Context: an optimization exercise on an open-source flow, tuned for small area, a short achievable clock period and few clock cycles. The choices shown serve that exercise and are no tape-out recipe. At most, simulation tests tie the RTL to the original design; equivalence was not proved. Power figures rest on the tool's default switching activity, not on a simulated workload.

==> inputs of job 2399 <==
==> flow/design.v (excerpt) <==
module jtlvi_core (
  input             clk,
  input             rst,         
  input             bus_valid,
  input             bus_we,
  input      [7:0]  bus_addr,
  input      [31:0] bus_wdata,
  output reg        rsp_valid,
  output reg [31:0] rsp_rdata,
  output reg        rsp_err,
  output reg        irq
);
  localparam [31:0] ID_VALUE  = 32'hD40E0100;
  localparam [5:0] R_ID = 6'h00, R_PARAM = 6'h01, R_CTRL = 6'h02, R_STATUS = 6'h03,
                   R_CMD = 6'h04, R_ERRCODE = 6'h05, R_ERRINFO0 = 6'h06,
                   R_ERRINFO1 = 6'h07, R_ERRINFO2 = 6'h08, R_ACC = 6'h09,
                   R_CKFEED = 6'h0A, R_MEMADDR = 6'h0B, R_MEMDATA8 = 6'h0C,
                   R_MEMDATA32 = 6'h0D, R_RESULT0 = 6'h18, R_RESULT1 = 6'h19,
                   R_RESULT2 = 6'h1A;
  localparam [5:0] E_BAD_COMMAND = 6'h01, E_BOUNDS = 6'h02, E_OVERLAP = 6'h03,
                   E_TAG_RANGE = 6'h10, E_TAG_RESERVED = 6'h11, E_VALUE_LENGTH = 6'h12,
                   E_VALUE_BOUNDS = 6'h13, E_VALUE_OVERLAP = 6'h14, E_OVERFLOW = 6'h15,
                   E_DEC_SHORT = 6'h20, E_DEC_MAGIC = 6'h21, E_DEC_CHECKSUM = 6'h22,
                   E_DEC_TRUNC_HEADER = 6'h23, E_DEC_TRUNC_VALUE = 6'h24,
                   E_DEC_CAPACITY = 6'h25;
  localparam [4:0] S_IDLE = 5'd0, S_DISP = 5'd1, S_CS = 5'd2, S_CSW = 5'd3,
                   S_CSF = 5'd4, S_DCK = 5'd5, S_DCKW = 5'd6, S_DCHK = 5'd7,
  ...
clock: 14.0 ns
lec_check: 0
cap_margin: 30
core_margin: 2
core_utilization: 28
cts_cluster_size: 30
place_density: 0.45
slew_margin: 30
standard.sh (not shown) runs the stock make flow with config.mk's settings and CLKGATE_MAP_FILE= SYNTH_SCRIPT=/design/flow/synth_recipe.tcl, a recipe that flattens the netlist after the stock synthesis.
==> flow/flow/run.sh <==
#!/bin/bash
set -euo pipefail
bash standard.sh SETUP_SLACK_MARGIN=9.4 ABC_CLOCK_PERIOD_IN_PS=4500 finish > standard_flow.log 2>&1
==> job 6684: changes against job 2399 <==
--- a/flow/design.v
+++ b/flow/design.v
@@ -72,13 +72,10 @@
   reg [2:0]  ew_n;
   reg        ew_wr;         
   reg        ew_ck;         
   reg        ew_ckw;        
   reg        ew_full;       
-  reg [10:0] ew_p2;
-  reg [11:0] ew_p3;
-  reg [12:0] ew_p4;
   reg [7:0] mem0 [0:63];
   reg [7:0] mem1 [0:63];
   reg [7:0] mem2 [0:63];
   reg [7:0] mem3 [0:63];
   reg  [4:0]  state;
@@ -267,26 +264,14 @@
   reg [4:0]  cs_idx;
   reg [7:0]  cs_d;
   reg        found, have_last;
   reg [20:0] best, last;
   reg [7:0]  bd;
-  wire [16:0] y1 = {1'b0, ck} + {8'd0, ew_d[31:24], 1'b0};
-  wire [16:0] y2 = {1'b0, ck} + {6'd0, ew_p2};
-  wire [16:0] y3 = {1'b0, ck} + {5'd0, ew_p3};
-  wire [16:0] y4 = {1'b0, ck} + {4'd0, ew_p4};
-  wire        c1 = ck[0];
-  wire        c2 = y1[1] ^ (y1[16] & c1);
-  wire        c3 = y2[2] ^ (y2[16] & c1 & c2);
-  wire        c4 = y3[3] ^ (y3[16] & c1 & c2 & c3);
-  wire        t1 = y1[16] ^ c1;
-  wire [1:0]  t2 = {1'b0, y2[16]} + {c2, c1};
-  wire [2:0]  t3 = {2'b0, y3[16]} + {c3, c2, c1};
-  wire [3:0]  t4 = {3'b0, y4[16]} + {c4, c3, c2, c1};
-  wire [15:0] cs1 = {t1, y1[15:1]};
-  wire [15:0] cs2 = {t2, y2[15:2]};
-  wire [15:0] cs3 = {t3, y3[15:3]};
-  wire [15:0] cs4 = {t4, y4[15:4]};
+  wire [15:0] cs1 = cstep(ck,  ew_d[31:24]);
+  wire [15:0] cs2 = cstep(cs1, ew_d[23:16]);
+  wire [15:0] cs3 = cstep(cs2, ew_d[15:8]);
+  wire [15:0] cs4 = cstep(cs3, ew_d[7:0]);
   wire [15:0] ck_nx = ew_full ? cs4 : (ew_n == 3'd1) ? cs1 : (ew_n == 3'd2) ? cs2 :
                       (ew_n == 3'd3) ? cs3 : ck;
   wire [2:0]  sn = (cnt >= 9'd4) ? 3'd4 : cnt[2:0];
   wire        slast = (cnt <= 9'd4);
   wire [2:0]  vn = (crem >= 9'd4) ? 3'd4 : crem[2:0];
@@ -359,13 +344,10 @@
   reg        sb;            
   reg [31:0] st_d;          
   reg [2:0]  st_n;
   reg        st_wr, st_ck, st_ckw;
   reg [7:0]  st_a;
-  reg [10:0] sp2;
-  reg [11:0] sp3;
-  reg [12:0] sp4, sp34;
   always @(posedge clk) begin
     ie_n = ctrl_ie; done_n = st_done;
     pa_n = pa;
     pw1_n = 6'd0; pw1_s = 1'b0;
     xs0 = X_HOLD; xs1 = X_HOLD; xs2 = X_HOLD;
@@ -472,11 +454,11 @@
           if (opc == 8'h01 && rsv_ok && !f1) begin
             if (c_a0a1) begin
               kv0 = 3'd1; fail(E_BOUNDS, X0_K, X1_A0, X2_A1);
             end else begin
               cnt   <= a1[8:0];
-              state <= a1z ? S_CSW : S_CS;
+              state <= a1z ? S_CSF : S_CS;
             end
           end else if (opc == 8'h02 && rsv_ok) begin
             if (c_a0t1) begin
               kv0 = 3'd2; fail(E_BOUNDS, X0_K, X1_A0, X2_T12);
             end else if (c_a2a3) begin
@@ -521,12 +503,13 @@
           cnt  <= cnt - {6'd0, sn};
           pa_n = pa + 8'd4;
           st_d = rd; st_n = sn; st_ck = 1'b1;
           if (slast) state <= S_CSW;
         end
-        S_CSW: begin
-          acc <= ck_nx;
+        S_CSW: state <= S_CSF;
+        S_CSF: begin
+          acc <= ck;
           xs0 = X0_CK; xs1 = X1_A1;
           finish();
         end
         S_DCK: begin
           first <= 1'b0;
@@ -555,18 +538,19 @@
               rem <= rem - 9'd4 - hdr[8:0];
             end
           end
           if (slast) begin
             pa_n = a0[7:0] + 8'd4;
-            state <= S_DCHK;
+            state <= S_DCKW;
           end else
             pa_n = pa + 8'd4;
         end
+        S_DCKW: state <= S_DCHK;
         S_DCHK: begin
           if (x1[15:0] != 16'hD40E)
             fail(E_DEC_MAGIC, X_ZERO, X_HOLD, X2_D40E);
-          else if (ck_nx != x2[15:0])
+          else if (ck != x2[15:0])
             fail(E_DEC_CHECKSUM, X_ZERO, X1_CK, X_HOLD);
           else if (wk_act ? !d_end : (wk_ev == W_TH))
             fail(E_DEC_TRUNC_HEADER, X0_OFF, X1_DREM, X_ZERO);
           else if (!wk_act && wk_ev == W_TV)
             fail(E_DEC_TRUNC_VALUE, X0_OFF, X1_WT, X2_WL);
@@ -768,27 +752,20 @@
     ew_n   <= st_n;
     ew_wr  <= st_wr;
     ew_ck  <= st_ck;
     ew_ckw <= st_ckw;
     ew_full <= (st_n == 3'd4);
-    sp2  = {2'b00, st_d[31:24], 1'b0} + {1'b0, st_d[23:16], 2'b00};
-    sp34 = {1'b0, st_d[15:8], 3'b000} + {st_d[7:0], 4'b0000};
-    sp3  = {1'b0, sp2} + {1'b0, st_d[15:8], 3'b000};
-    sp4  = {2'b00, sp2} + sp34;
-    ew_p2 <= sp2;
-    ew_p3 <= sp3;
-    ew_p4 <= sp4;
     if (st_wr) wa <= wa + {5'd0, st_n};
     if (ew_ck) ck <= ck_nx;
     if (!rst && !srst && state == S_DISP) ck <= (opc == 8'h01 && f0) ? acc : 16'd0;
     if (!rst && !srst && state == S_ESZ2) ck <= 16'd0;
     case (xs0)
       X_ZERO:  x0 <= 32'd0;
       X0_CMD:  x0 <= cmd_r;
       X0_K:    x0 <= {29'd0, kv0};
       X0_A1:   x0 <= a1;
-      X0_CK:   x0 <= {16'd0, ck_nx};
+      X0_CK:   x0 <= {16'd0, ck};
       X0_INC:  x0 <= x0 + 32'd1;
       X0_OFF:  x0 <= {23'd0, off};
       X0_TOT:  x0 <= enc_tot;
       X0_EIDX: x0 <= {27'd0, eidx};
       default: ;
@@ -799,11 +776,11 @@
       X1_A2:   x1 <= a2;
       X1_A5:   x1 <= a5;
       X1_K:    x1 <= kv1 ? 32'd7 : 32'd3;
       X1_A1:   x1 <= a1;
       X1_RDH:  x1 <= {16'd0, rd[31:16]};
-      X1_CK:   x1 <= {16'd0, ck_nx};
+      X1_CK:   x1 <= {16'd0, ck};
       X1_DREM: x1 <= {23'd0, drem};
       X1_A3:   x1 <= a3;
       X1_OFF:  x1 <= {23'd0, off};
       X1_RD:   x1 <= rd;
       X1_TOT:  x1 <= enc_tot;
@@ -847,11 +824,11 @@
     begin
       xs1 = X1_OFF;
       xs2 = X2_S;
       sb  = s;
       if (x0[5:0] == 6'd0) begin
-        acc <= ck_nx;
+        acc <= ck;
         finish();
       end else begin
         hp    <= a0[8:0] + 9'd8;
         jrec  <= 6'd0;
         wa    <= a2[7:0];
==> flow/config.mk (replaced) <==
export PLATFORM = sky130hd
export DESIGN_NAME = jtlvi_core
export DESIGN_NICKNAME = jtlvi_core
export VERILOG_FILES = /design/flow/design.v
export SDC_FILE = /design/flow/constraint.sdc
export NUM_CORES = 8
export LEC_CHECK = 0
export CAP_MARGIN = 20
export CORE_MARGIN = 2
export CORE_UTILIZATION = 28
export CTS_CLUSTER_SIZE = 30
export PLACE_DENSITY = 0.45
export SLEW_MARGIN = 20
==> notes <==
Job 6684 finished clean. Job 2399 completed without violations. Worst setup slack: job 2399 is lower than job 6684 (1.3 ns). Synthesized cell count: job 6684 is smaller than job 2399 (3.4%). Between job 6684 and job 2399, the lower synthesized area is in job 6684 (gap 1.9%, measured against job 2399). Between job 2399 and job 6684, the lower count of clock-buffer cells in the layout is in job 2399 (gap 7). Of job 2399 and job 6684, job 2399 has the higher sequential power (gap about 1%, measured against job 6684). Against job 6684, the sequential share of layout area of job 2399 is lower by 0.62 points. Against job 6684, the combinational power of job 2399 is higher by about 80%. Design area: job 2399 is larger than job 6684 (about 2%). In job 2399 the sequential cell count is higher than in job 6684, by 27.
Testbench counts of job 2399, summed over its fixed seeds: cycles 38,579.
Only the layout flow was run in job 6684; the RTL was not checked for function there.

---

==> 07-24: inputs <==
Another version of the RTL of jtlvi_core (not shown whole).
==> flow/config.mk <==
export PLATFORM = sky130hd
export DESIGN_NAME = jtlvi_core
export DESIGN_NICKNAME = jtlvi_core
export VERILOG_FILES = /design/flow/design.v
export SDC_FILE = /design/flow/constraint.sdc
export NUM_CORES = 8
export LEC_CHECK = 0
export CAP_MARGIN = 30
export CORE_MARGIN = 2
export CORE_UTILIZATION = 40
export PLACE_DENSITY = 0.6
export SLEW_MARGIN = 30
==> flow/constraint.sdc <==
create_clock -name core_clock -period 14.0 [get_ports {clk}]
set_input_delay 2.8000 -clock core_clock [delete_from_list [all_inputs] [get_ports {clk}]]
set_output_delay 2.8000 -clock core_clock [all_outputs]
set_load 0.01 [all_outputs]
==> flow/flow/run.sh <==
#!/bin/bash
set -euo pipefail
bash standard.sh SETUP_SLACK_MARGIN=9.0 ABC_CLOCK_PERIOD_IN_PS=4500 finish > standard_flow.log 2>&1
==> 10-02 (differences from 07-24) <==
--- a/flow/design.v
+++ b/flow/design.v
@@ -275,24 +275,22 @@
   reg [15:0] tc0, tc1, tc2, tc3, tc4, tc5, tc6, tc7;
   reg [2:0]  tr0, tr1, tr2, tr3, tr4, tr5, tr6, tr7;
   reg        tcm;           
   reg [2:0]  nq;            
   wire [15:0] ns_tag = wtl[15:0];   
   reg [7:0]  ns_d;
   reg [7:0]  bd;
-  wire [16:0] y1, y2, y3, y4, y5, y6, y7, y8s;
-  jtlvi_add17 u_y1 (.x({1'b0, ck}), .y({8'd0, cs_b1, 1'b0}), .s(y1));
-  jtlvi_add17 u_y2 (.x({1'b0, ck}), .y({6'd0, cs_p2}), .s(y2));
-  jtlvi_add17 u_y3 (.x({1'b0, ck}), .y({5'd0, cs_p3}), .s(y3));
-  jtlvi_add17 u_y4 (.x({1'b0, ck}), .y({4'd0, cs_p4}), .s(y4));
-  jtlvi_add17 u_y5 (.x({1'b0, ck}), .y({3'd0, cs_p5}), .s(y5));
-  jtlvi_add17 u_y6 (.x({1'b0, ck}), .y({2'd0, cs_p6}), .s(y6));
-  jtlvi_add17 u_y7 (.x({1'b0, ck}), .y({1'd0, cs_p7}), .s(y7));
-  jtlvi_add17 u_y8 (.x({1'b0, ck}), .y(cs_p8), .s(y8s));
-  wire [17:0] y8 = {cs_p8[16] & ~y8s[16], y8s};
+  wire [16:0] y1 = {1'b0, ck} + {8'd0, cs_b1, 1'b0};
+  wire [16:0] y2 = {1'b0, ck} + {6'd0, cs_p2};
+  wire [16:0] y3 = {1'b0, ck} + {5'd0, cs_p3};
+  wire [16:0] y4 = {1'b0, ck} + {4'd0, cs_p4};
+  wire [16:0] y5 = {1'b0, ck} + {3'd0, cs_p5};
+  wire [16:0] y6 = {1'b0, ck} + {2'd0, cs_p6};
+  wire [16:0] y7 = {1'b0, ck} + {1'd0, cs_p7};
+  wire [17:0] y8 = {2'b0, ck} + {1'b0, cs_p8};
   wire g1 = y1[1] ^ y1[16], g2 = y2[2] ^ y2[16], g3 = y3[3] ^ y3[16], g4 = y4[4] ^ y4[16];
   wire g5 = y5[5] ^ y5[16], g6 = y6[6] ^ y6[16];
   wire c1 = ck[0];
   wire k1 = c1;                         
   wire k2 = c1 & g1;
   wire k3 = c1 & g1 & g2;
   wire k4 = c1 & g1 & g2 & g3;
@@ -351,20 +349,17 @@
   wire [3:0] prem8 = (prem >= 9'd8) ? 4'd8 : {1'b0, prem[2:0]};
   wire [3:0] pwr8  = (pwr >= 9'd8) ? 4'd8 : {1'b0, pwr[2:0]};
   wire [3:0] pcap  = a6r ? 4'd8 : pwr8;
   wire [3:0] pn    = (prem8 < pcap) ? prem8 : pcap;
   wire        a4nz  = (a4 != 32'd0);
   wire        a4big = (a4[31:13] != 19'd0);
   wire        enc_t = f1 || (a4nz && (a4big || (elen < a4[12:0])));
-  wire [12:0] elen4 = elen + 13'd4;
-  wire        u_lt0 = (elen < a4[12:0]), u_lt4 = (elen4 < a4[12:0]);
-  wire        usep_nx = a4nz && (a4big || (enc_t ? u_lt4 : u_lt0));
-  wire        u_gt0 = ({19'd0, elen} > a3), u_gt4 = ({19'd0, elen4} > a3);
-  reg         usep, enc_ovf;
+  wire        usep  = a4nz && (a4big || (elen < a4[12:0]));
   wire [31:0] enc_tot = usep ? a4 : {19'd0, elen};
+  wire        enc_ovf = usep ? (a4 > a3) : ({19'd0, elen} > a3);
   wire [8:0]  enc_p = usep ? (a4[8:0] - elen[8:0]) : 9'd0;
   wire [8:0]  drem  = rem;                       
   wire        d_end = (rem == 9'd0);
   wire        d_th  = (rem < 9'd4);
   wire [8:0]  drem4 = drem - 9'd4;
   wire        d_cap = (a3 == {26'd0, x0[5:0]});
   wire [87:0] wwin = {prv, dstall ? {tc0, tc1, tc2, tc3} : rd};
@@ -378,20 +373,15 @@
       3'd1: hdr = wwin[55:24];
       3'd2: hdr = wwin[47:16];
       3'd3: hdr = wwin[39:8];
       default: hdr = wwin[31:0];
     endcase
   wire        h_due = wk_act && (off <= sbase + 9'd4);
   wire        h_two = h_due && !d_end && !d_th && (off <= sbase) && (hdr[15:2] == 14'd0);
-  wire [8:0]  rem3  = rem - 9'd3;
-  wire [8:0]  off4  = off + 9'd4;
-  wire [16:0] hs, ho;
-  jtlvi_add17 u_hs (.x({8'd0, rem3}), .y({8'd0, ~hdr[8:0]}), .s(hs));
-  jtlvi_add17 u_ho (.x({8'd0, off4}), .y({8'd0, hdr[8:0]}), .s(ho));
-  wire        h_tv  = (hdr[15:9] != 7'd0) || !hs[9];
+  wire        h_tv  = ({7'd0, drem4} < hdr[15:0]);
   wire [31:0] wA = rd[63:32], wB = rd[31:0];
   wire        bval = (wrem >= 6'd2);
   wire [5:0]  tag_err_A = (wA[31:16] != 16'd0) ? E_TAG_RANGE :
                           (wA[15:0] == 16'hFFFF) ? E_TAG_RESERVED : 6'd0;
   wire [5:0]  tag_err_B = (wB[31:16] != 16'd0) ? E_TAG_RANGE :
                           (wB[15:0] == 16'hFFFF) ? E_TAG_RESERVED : 6'd0;
   wire [5:0]  len_err_A = (wA[31:16] != 16'd0) ? E_VALUE_LENGTH : 6'd0;
@@ -603,16 +593,16 @@
               wk_act <= 1'b0; wk_ev <= W_END1;
             end else if (h_tv) begin
               wk_act <= 1'b0; wk_ev <= W_TV; wtl <= hdr;
             end else if (d_cap) begin
               wk_act <= 1'b0; wk_ev <= W_CAP;
             end else begin
               xs0 = X0_INC;
-              off <= ho[8:0];
-              rem <= hs[8:0];
+              off <= off + 9'd4 + hdr[8:0];
+              rem <= rem - 9'd4 - hdr[8:0];
             end
           end
           if (dstall) begin
             dstall <= 1'b0;
             sbase  <= sbase + 9'd8;
             prv    <= {tc2[7:0], tc3};
             if (dlast) begin
@@ -724,17 +714,15 @@
         S_ESZ1: begin
           if (ev_err != 6'd0) begin
             xe = ev_idx;
             fail(ev_err, X0_EIDX, X_HOLD, X_HOLD);
           end
           else begin
             et    <= enc_t;
-            elen  <= enc_t ? elen4 : elen;
-            usep  <= usep_nx;
-            enc_ovf <= usep_nx ? (a4 > a3) : (enc_t ? u_gt4 : u_gt0);
+            elen  <= elen + (enc_t ? 13'd4 : 13'd0);
             state_n = S_ESZ2;
           end
         end
         S_ESZ2: begin
           if (enc_ovf)
             fail(E_OVERFLOW, X_ZERO, X1_TOT, X2_A3);
           else begin
==> 10-04 (differences from 07-24) <==
--- a/flow/design.v
+++ b/flow/design.v
@@ -51,14 +51,18 @@
   reg [31:0] cmd_r;
   reg [5:0]  errcode;
   reg [31:0] x0, x1, x2;
   reg        xv;            
   reg [15:0] acc;
   reg [31:0] mem_addr;
   reg [31:0] a0, a1, a2, a3, a4, a5, a6;
+  reg        rz;
+  wire [31:0] a0v = rz ? 32'd0 : a0, a1v = rz ? 32'd0 : a1, a2v = rz ? 32'd0 : a2,
+              a3v = rz ? 32'd0 : a3, a4v = rz ? 32'd0 : a4, a5v = rz ? 32'd0 : a5,
+              a6v = rz ? 32'd0 : a6;
   wire [7:0] opc = cmd_r[7:0];
   reg        op_cs, op_en, op_de;   
   wire       f0  = cmd_r[8];
   wire       f1  = cmd_r[9];
   wire       rsv_ok = (cmd_r[31:10] == 22'd0);
   function [15:0] cstep(input [15:0] a, input [7:0] b);
     cstep = {a[0], a[15:1]} + {8'd0, b};
@@ -150,23 +154,23 @@
       2'd0: rg2 = errz ? 32'd0 : x2;
       2'd1: rg2 = {16'd0, acc_eff};
       2'd2: rg2 = 32'd0;
       default: rg2 = mem_addr;
     endcase
     rg3 = 32'd0;
     case (bus_addr[3:2])
-      2'd0: rg4 = a0;
-      2'd1: rg4 = a1;
-      2'd2: rg4 = a2;
-      default: rg4 = a3;
+      2'd0: rg4 = a0v;
+      2'd1: rg4 = a1v;
+      2'd2: rg4 = a2v;
+      default: rg4 = a3v;
     endcase
     case (bus_addr[3:2])
-      2'd0: rg5 = a4;
-      2'd1: rg5 = a5;
-      2'd2: rg5 = a6;
+      2'd0: rg5 = a4v;
+      2'd1: rg5 = a5v;
+      2'd2: rg5 = a6v;
       default: rg5 = 32'd0;
     endcase
     case (bus_addr[3:2])
       2'd0: rg6 = xres ? x0 : 32'd0;
       2'd1: rg6 = xres ? x1 : 32'd0;
       2'd2: rg6 = xres ? x2 : 32'd0;
       default: rg6 = 32'd0;
@@ -200,34 +204,38 @@
   function inb(input [31:0] b, input lz, input lle, input [8:0] l9);
     inb = lz || (le256(b) && lle && ({1'b0, b[8:0]} + {1'b0, l9} <= 10'd256));
   endfunction
   function ovl(input [8:0] b1, input lz1, input [8:0] l1, input [8:0] b2, input lz2, input [8:0] l2);
     ovl = !lz1 && !lz2 && ({1'b0, b1} < {1'b0, b2} + {1'b0, l2}) &&
           ({1'b0, b2} < {1'b0, b1} + {1'b0, l1});
   endfunction
-  wire a1z = (a1 == 32'd0), a3z = (a3 == 32'd0), a6z = (a6 == 32'd0);
-  wire a1t_le = (a1[31:5] == 27'd0) && (a1[4:0] <= 5'd21);
-  wire a3t_le = (a3[31:5] == 27'd0) && (a3[4:0] <= 5'd21);
-  wire [8:0] a1t = {a1[4:0], 3'b000} + {1'b0, a1[4:0], 2'b00};
-  wire [8:0] a3t = {a3[4:0], 3'b000} + {1'b0, a3[4:0], 2'b00};
+  wire a1z = (a1v == 32'd0), a3z = (a3v == 32'd0), a6z = (a6v == 32'd0);
+  reg  a1zr, a3zr, a6zr;      
+  wire a1t_le = (a1v[31:5] == 27'd0) && (a1v[4:0] <= 5'd21);
+  wire a3t_le = (a3v[31:5] == 27'd0) && (a3v[4:0] <= 5'd21);
+  wire [8:0] a1t = {a1v[4:0], 3'b000} + {1'b0, a1v[4:0], 2'b00};
+  wire [8:0] a3t = {a3v[4:0], 3'b000} + {1'b0, a3v[4:0], 2'b00};
   reg c_a0a1, c_a0t1, c_a2a3, c_a2t3, c_a5a6, c_oe1, c_oe2, c_od, c_lt4;
   reg [9:0] a23;            
   always @(posedge clk) begin
-    a23    <= {1'b0, a2[8:0]} + {1'b0, a3[8:0]};
-    c_a0a1 <= !inb(a0, a1z, le256(a1), a1[8:0]);
-    c_a0t1 <= !inb(a0, a1z, a1t_le, a1t);
-    c_a2a3 <= !inb(a2, a3z, le256(a3), a3[8:0]);
-    c_a2t3 <= !inb(a2, a3z, a3t_le, a3t);
-    c_a5a6 <= !inb(a5, a6z, le256(a6), a6[8:0]);
-    c_oe1  <= ovl(a0[8:0], a1z, a1t, a2[8:0], a3z, a3[8:0]);
-    c_oe2  <= ovl(a5[8:0], a6z, a6[8:0], a2[8:0], a3z, a3[8:0]);
-    c_od   <= ovl(a0[8:0], a1z, a1[8:0], a2[8:0], a3z, a3t);
-    c_lt4  <= (a1 < 32'd4);
+    a23    <= {1'b0, a2v[8:0]} + {1'b0, a3v[8:0]};
+    c_a0a1 <= !inb(a0v, a1z, le256(a1v), a1v[8:0]);
+    c_a0t1 <= !inb(a0v, a1z, a1t_le, a1t);
+    c_a2a3 <= !inb(a2v, a3z, le256(a3v), a3v[8:0]);
+    c_a2t3 <= !inb(a2v, a3z, a3t_le, a3t);
+    c_a5a6 <= !inb(a5v, a6z, le256(a6v), a6v[8:0]);
+    c_oe1  <= ovl(a0v[8:0], a1z, a1t, a2v[8:0], a3z, a3v[8:0]);
+    c_oe2  <= ovl(a5v[8:0], a6z, a6v[8:0], a2v[8:0], a3z, a3v[8:0]);
+    c_od   <= ovl(a0v[8:0], a1z, a1v[8:0], a2v[8:0], a3z, a3t);
+    c_lt4  <= (a1v < 32'd4);
+    a1zr   <= a1z;
+    a3zr   <= a3z;
+    a6zr   <= a6z;
   end
-  wire [31:0] tx = opc[0] ? a3 : a1;
+  wire [31:0] tx = opc[0] ? a3v : a1v;
   wire [32:0] t12s = {1'b0, tx[28:0], 3'b000} + {1'b0, tx[29:0], 2'b00};
   wire [31:0] t12 = ((tx[31:29] != 3'd0) || t12s[32]) ? 32'hFFFFFFFF : t12s[31:0];
   reg [15:0] ck;
   reg [8:0]  cnt;           
   reg        first;         
   reg [8:0]  off;           
   reg [8:0]  rem;           
@@ -275,24 +283,22 @@
   reg [15:0] tc0, tc1, tc2, tc3, tc4, tc5, tc6, tc7;
   reg [2:0]  tr0, tr1, tr2, tr3, tr4, tr5, tr6, tr7;
   reg        tcm;           
   reg [2:0]  nq;            
   wire [15:0] ns_tag = wtl[15:0];   
   reg [7:0]  ns_d;
   reg [7:0]  bd;
-  wire [16:0] y1, y2, y3, y4, y5, y6, y7, y8s;
-  jtlvi_add17 u_y1 (.x({1'b0, ck}), .y({8'd0, cs_b1, 1'b0}), .s(y1));
-  jtlvi_add17 u_y2 (.x({1'b0, ck}), .y({6'd0, cs_p2}), .s(y2));
-  jtlvi_add17 u_y3 (.x({1'b0, ck}), .y({5'd0, cs_p3}), .s(y3));
-  jtlvi_add17 u_y4 (.x({1'b0, ck}), .y({4'd0, cs_p4}), .s(y4));
-  jtlvi_add17 u_y5 (.x({1'b0, ck}), .y({3'd0, cs_p5}), .s(y5));
-  jtlvi_add17 u_y6 (.x({1'b0, ck}), .y({2'd0, cs_p6}), .s(y6));
-  jtlvi_add17 u_y7 (.x({1'b0, ck}), .y({1'd0, cs_p7}), .s(y7));
-  jtlvi_add17 u_y8 (.x({1'b0, ck}), .y(cs_p8), .s(y8s));
-  wire [17:0] y8 = {cs_p8[16] & ~y8s[16], y8s};
+  wire [16:0] y1 = {1'b0, ck} + {8'd0, cs_b1, 1'b0};
+  wire [16:0] y2 = {1'b0, ck} + {6'd0, cs_p2};
+  wire [16:0] y3 = {1'b0, ck} + {5'd0, cs_p3};
+  wire [16:0] y4 = {1'b0, ck} + {4'd0, cs_p4};
+  wire [16:0] y5 = {1'b0, ck} + {3'd0, cs_p5};
+  wire [16:0] y6 = {1'b0, ck} + {2'd0, cs_p6};
+  wire [16:0] y7 = {1'b0, ck} + {1'd0, cs_p7};
+  wire [17:0] y8 = {2'b0, ck} + {1'b0, cs_p8};
   wire g1 = y1[1] ^ y1[16], g2 = y2[2] ^ y2[16], g3 = y3[3] ^ y3[16], g4 = y4[4] ^ y4[16];
   wire g5 = y5[5] ^ y5[16], g6 = y6[6] ^ y6[16];
   wire c1 = ck[0];
   wire k1 = c1;                         
   wire k2 = c1 & g1;
   wire k3 = c1 & g1 & g2;
   wire k4 = c1 & g1 & g2 & g3;
@@ -378,31 +384,26 @@
       3'd1: hdr = wwin[55:24];
       3'd2: hdr = wwin[47:16];
       3'd3: hdr = wwin[39:8];
       default: hdr = wwin[31:0];
     endcase
   wire        h_due = wk_act && (off <= sbase + 9'd4);
   wire        h_two = h_due && !d_end && !d_th && (off <= sbase) && (hdr[15:2] == 14'd0);
-  wire [8:0]  rem3  = rem - 9'd3;
-  wire [8:0]  off4  = off + 9'd4;
-  wire [16:0] hs, ho;
-  jtlvi_add17 u_hs (.x({8'd0, rem3}), .y({8'd0, ~hdr[8:0]}), .s(hs));
-  jtlvi_add17 u_ho (.x({8'd0, off4}), .y({8'd0, hdr[8:0]}), .s(ho));
-  wire        h_tv  = (hdr[15:9] != 7'd0) || !hs[9];
+  wire        h_tv  = ({7'd0, drem4} < hdr[15:0]);
   wire [31:0] wA = rd[63:32], wB = rd[31:0];
   wire        bval = (wrem >= 6'd2);
   wire [5:0]  tag_err_A = (wA[31:16] != 16'd0) ? E_TAG_RANGE :
                           (wA[15:0] == 16'hFFFF) ? E_TAG_RESERVED : 6'd0;
   wire [5:0]  tag_err_B = (wB[31:16] != 16'd0) ? E_TAG_RANGE :
                           (wB[15:0] == 16'hFFFF) ? E_TAG_RESERVED : 6'd0;
   wire [5:0]  len_err_A = (wA[31:16] != 16'd0) ? E_VALUE_LENGTH : 6'd0;
   wire [5:0]  len_err_B = (wB[31:16] != 16'd0) ? E_VALUE_LENGTH : 6'd0;
   wire        lzA = (wA == 32'd0), lleA = le256(wA);
   function ovl_out(input [8:0] b1, input lz1, input [8:0] l1);
-    ovl_out = !lz1 && !a3z && ({1'b0, b1} < a23) && ({1'b0, a2[8:0]} < {1'b0, b1} + {1'b0, l1});
+    ovl_out = !lz1 && !a3zr && ({1'b0, b1} < a23) && ({1'b0, a2[8:0]} < {1'b0, b1} + {1'b0, l1});
   endfunction
   wire [5:0]  adr_err_A = !inb(wA, vlz, vlle, vl9) ? E_VALUE_BOUNDS :
                           ovl_out(wA[8:0], vlz, vl9) ? E_VALUE_OVERLAP : 6'd0;
   wire [5:0]  adr_err_B = !inb(wB, lzA, lleA, wA[8:0]) ? E_VALUE_BOUNDS :
                           ovl_out(wB[8:0], lzA, wA[8:0]) ? E_VALUE_OVERLAP : 6'd0;
   wire [5:0]  errA = (wc == 2'd0) ? tag_err_A : (wc == 2'd1) ? len_err_A : adr_err_A;
   wire [4:0]  tqn_i = (wc == 2'd0) ? eidx : eidx + 5'd1;
@@ -466,14 +467,19 @@
     ie_n = ctrl_ie; done_n = st_done; state_n = state;
     pa_n = pa;
     pw1_n = pw1; pe = 1'b0; pe_a = 8'd0;
     xs0 = X_HOLD; xs1 = X_HOLD; xs2 = X_HOLD;
     kv0 = 3'd0; kv1 = 1'b0; sb = 1'b0; xe = 5'd0;
     st_d = 64'd0; st_n = 4'd0; st_wr = 1'b0; st_ck = 1'b0; st_ckw = 1'b0; st_a = wa;
     hw_w = 1'b0; hw_4 = 1'b0;
+      rz <= rst || srst;
+      if (rz) begin
+        a0 <= 32'd0; a1 <= 32'd0; a2 <= 32'd0; a3 <= 32'd0;
+        a4 <= 32'd0; a5 <= 32'd0; a6 <= 32'd0;
+      end
       if (pf_v) acc <= acc_fed;
       pf_v <= 1'b0;
       if (wr_ctrl) ie_n = bus_wdata[0];
       if (wr_status) begin
         if (bus_wdata[1]) done_n = 1'b0;
         if (bus_wdata[3]) st_busyacc  <= 1'b0;
         if (bus_wdata[4]) st_rangeacc <= 1'b0;
@@ -485,15 +491,15 @@
           op_cs   <= (bus_wdata[7:0] == 8'h01) && (bus_wdata[31:10] == 22'd0) && !bus_wdata[9];
           op_en   <= (bus_wdata[7:0] == 8'h02) && (bus_wdata[31:10] == 22'd0);
           op_de   <= (bus_wdata[7:0] == 8'h03) && (bus_wdata[31:8] == 24'd0);
           done_n  = 1'b0;
           errcode <= 6'd0;
           st_busy <= 1'b1;
           state_n = S_DISP;
-          setpa(a0[7:0]);
+          setpa(a0v[7:0]);
         end
         if (wr_acc)    acc <= bus_wdata[15:0];
         if (wr_ckfeed) begin pf_v <= 1'b1; pf_b <= bus_wdata[7:0]; end
         if (wr_memaddr) begin
           mem_addr <= bus_wdata;
           setpa(bus_wdata[7:0]);
         end
@@ -532,15 +538,15 @@
           xs0 = X_ZERO; xs1 = X_ZERO; xs2 = X_ZERO;
           setpe(pa + 8'd8);
           if (op_cs) begin
             if (c_a0a1) begin
               kv0 = 3'd1; fail(E_BOUNDS, X0_K, X1_A0, X2_A1);
             end else begin
               cnt   <= a1[8:0];
-              state_n = a1z ? S_CSW : S_CS;    
+              state_n = a1zr ? S_CSW : S_CS;    
             end
           end else if (op_en) begin
             if (c_a0t1) begin
               kv0 = 3'd2; fail(E_BOUNDS, X0_K, X1_A0, X2_T12);
             end else if (c_a2a3) begin
               kv0 = 3'd3; fail(E_BOUNDS, X0_K, X1_A2, X2_A3);
             end else if (c_a5a6) begin
@@ -551,15 +557,15 @@
               kv0 = 3'd4; fail(E_OVERLAP, X0_K, X1_K, X_ZERO);
             end else begin
               wc     <= 2'd0;
               eidx   <= 5'd0;
               wrem   <= {1'b0, a1[4:0]} + {a1[4:0], 1'b0};    
               ev_err <= 6'd0;
               elen   <= 13'd4;
-              state_n = a1z ? S_ESZ1 : S_EV;
+              state_n = a1zr ? S_ESZ1 : S_EV;
             end
           end else if (op_de) begin
             if (c_a0a1) begin
               kv0 = 3'd6; fail(E_BOUNDS, X0_K, X1_A0, X2_A1);
             end else if (c_a2t3) begin
               kv0 = 3'd7; fail(E_BOUNDS, X0_K, X1_A2, X2_T12);
             end else if (c_od) begin
@@ -603,16 +609,16 @@
               wk_act <= 1'b0; wk_ev <= W_END1;
             end else if (h_tv) begin
               wk_act <= 1'b0; wk_ev <= W_TV; wtl <= hdr;
             end else if (d_cap) begin
               wk_act <= 1'b0; wk_ev <= W_CAP;
             end else begin
               xs0 = X0_INC;
-              off <= ho[8:0];
-              rem <= hs[8:0];
+              off <= off + 9'd4 + hdr[8:0];
+              rem <= rem - 9'd4 - hdr[8:0];
             end
           end
           if (dstall) begin
             dstall <= 1'b0;
             sbase  <= sbase + 9'd8;
             prv    <= {tc2[7:0], tc3};
             if (dlast) begin
@@ -749,15 +755,15 @@
             ckw_pend <= 1'b0;
             tcm   <= f0 && (a1[4:0] <= 5'd8);
             nq    <= 3'd0;
             tflag <= et;
             prem  <= enc_p;
             pwr   <= a6[8:0];
             pra   <= a5[7:0];
-            a6r   <= a6z || (a6[8:0] == 9'd1) || (a6[8:0] == 9'd2) || (a6[8:0] == 9'd4);
+            a6r   <= a6zr || (a6[8:0] == 9'd1) || (a6[8:0] == 9'd2) || (a6[8:0] == 9'd4);
             si    <= 5'd0;
             sa    <= a0[7:0];
             state_n = S_EM;
           end
         end
         S_EM: begin
           wtl[15:0] <= qtag;
@@ -789,15 +795,15 @@
             finish();
           end
           rk  <= K_NONE;
           rkn <= 4'd0;
           case (iph)
             I_HDR: begin
               rk  <= K_HDR;
-              iph <= a1z ? I_TAIL : !f0 ? I_D0 : tcm ? I_SC0 : I_SCAN;
+              iph <= a1zr ? I_TAIL : !f0 ? I_D0 : tcm ? I_SC0 : I_SCAN;
             end
             I_D0: begin setpe(dp + 8'd8); rk <= K_VADDR; iph <= I_D1; end
             I_D1: begin setpe(dp);        rk <= K_TV;    iph <= I_V0; end
             I_V0: begin
               setpa(rd[39:32]);
               rk  <= K_VAL;
               iva <= rd[39:32] + 8'd8;
@@ -902,16 +908,14 @@
       st_rangeacc <= 1'b0;
       cmd_r       <= 32'd0;
       errcode     <= 6'd0;
       xv          <= 1'b0;
       acc         <= 16'd0;
       pf_v        <= 1'b0;
       mem_addr    <= 32'd0;
-      a0 <= 32'd0; a1 <= 32'd0; a2 <= 32'd0; a3 <= 32'd0;
-      a4 <= 32'd0; a5 <= 32'd0; a6 <= 32'd0;
       state_n     = S_IDLE;
       setpa(8'd0);
     end
     ctrl_ie <= ie_n;
     st_done <= done_n;
     irq     <= ie_n & done_n;
     pa  <= pa_n;
@@ -1103,15 +1107,15 @@
       if (tflag) begin
         rk    <= K_TRL;
         tflag <= 1'b0;
       end else if (prem == 9'd0) begin
         rk  <= K_CKW;
         iph <= I_STOP;
       end else begin
-        rk   <= a6z ? K_ZPAD : K_PAT;
+        rk   <= a6zr ? K_ZPAD : K_PAT;
         setpe(pra);
         rkn  <= pn;
         prem <= prem - {5'd0, pn};
         if (!a6r) begin
           if (pwr == {5'd0, pn}) begin
             pwr <= a6[8:0];
             pra <= a5[7:0];
==> summary of the runs <==
- Fmax, highest first: 07-24, 10-04, 10-02.
- Combinational power, lowest first: 10-02, 07-24, 10-04.
- Synthesized cell count: 10-04 is higher than 07-24 (0.28%).
- Sequential power: 10-02 is lower than 07-24 (15%).
- The lowest clock skew belongs to 10-04, the highest to 07-24.
Testbench counts of 07-24, summed over its fixed seeds: cycles 29,842.
Testbench counts of 10-02, summed over its fixed seeds: cycles 29,842.
Testbench counts of 10-04, summed over its fixed seeds: cycles 29,842.

port drivers added, routing unchanged:
The flow's constraints put no driver on any port. The routed layouts listed below were extracted and timed again, unchanged, in two steps. Step 1, drivers: a clkbuf_16 drives clk and a buf_2 each remaining input, both assumed. Step 2 also shifts input and output timing later by t, the mid clock arrival at the registers, as if the neighbouring blocks saw the same clock. Slacks: no drivers / after step 1 / after step 2; pairs: no drivers / after step 1.
run	t (ns)	setup slack, ns	worst setup path at the end	clock arrival spread, ns	cell pins on the clock port's net
job 2399	1.129	7.502 / 7.491 / 6.361	input to register	0.077 / 0.077	1
job 6684	1.137	8.758 / 8.577 / 7.440	input to register	0.153 / 0.153	1
07-24	1.120	8.835 / 8.821 / 7.890	input to register	0.114 / 0.114	1
10-02	1.107	8.742 / 8.742 / 7.735	input to register	0.107 / 0.107	1
10-04	1.119	8.807 / 8.807 / 7.877	input to register	0.101 / 0.101	1
After both steps every run listed still meets setup and hold. The setup slack of job 6684, which loses most, moves by -0.181 ns with the drivers and by -1.318 ns with both steps.
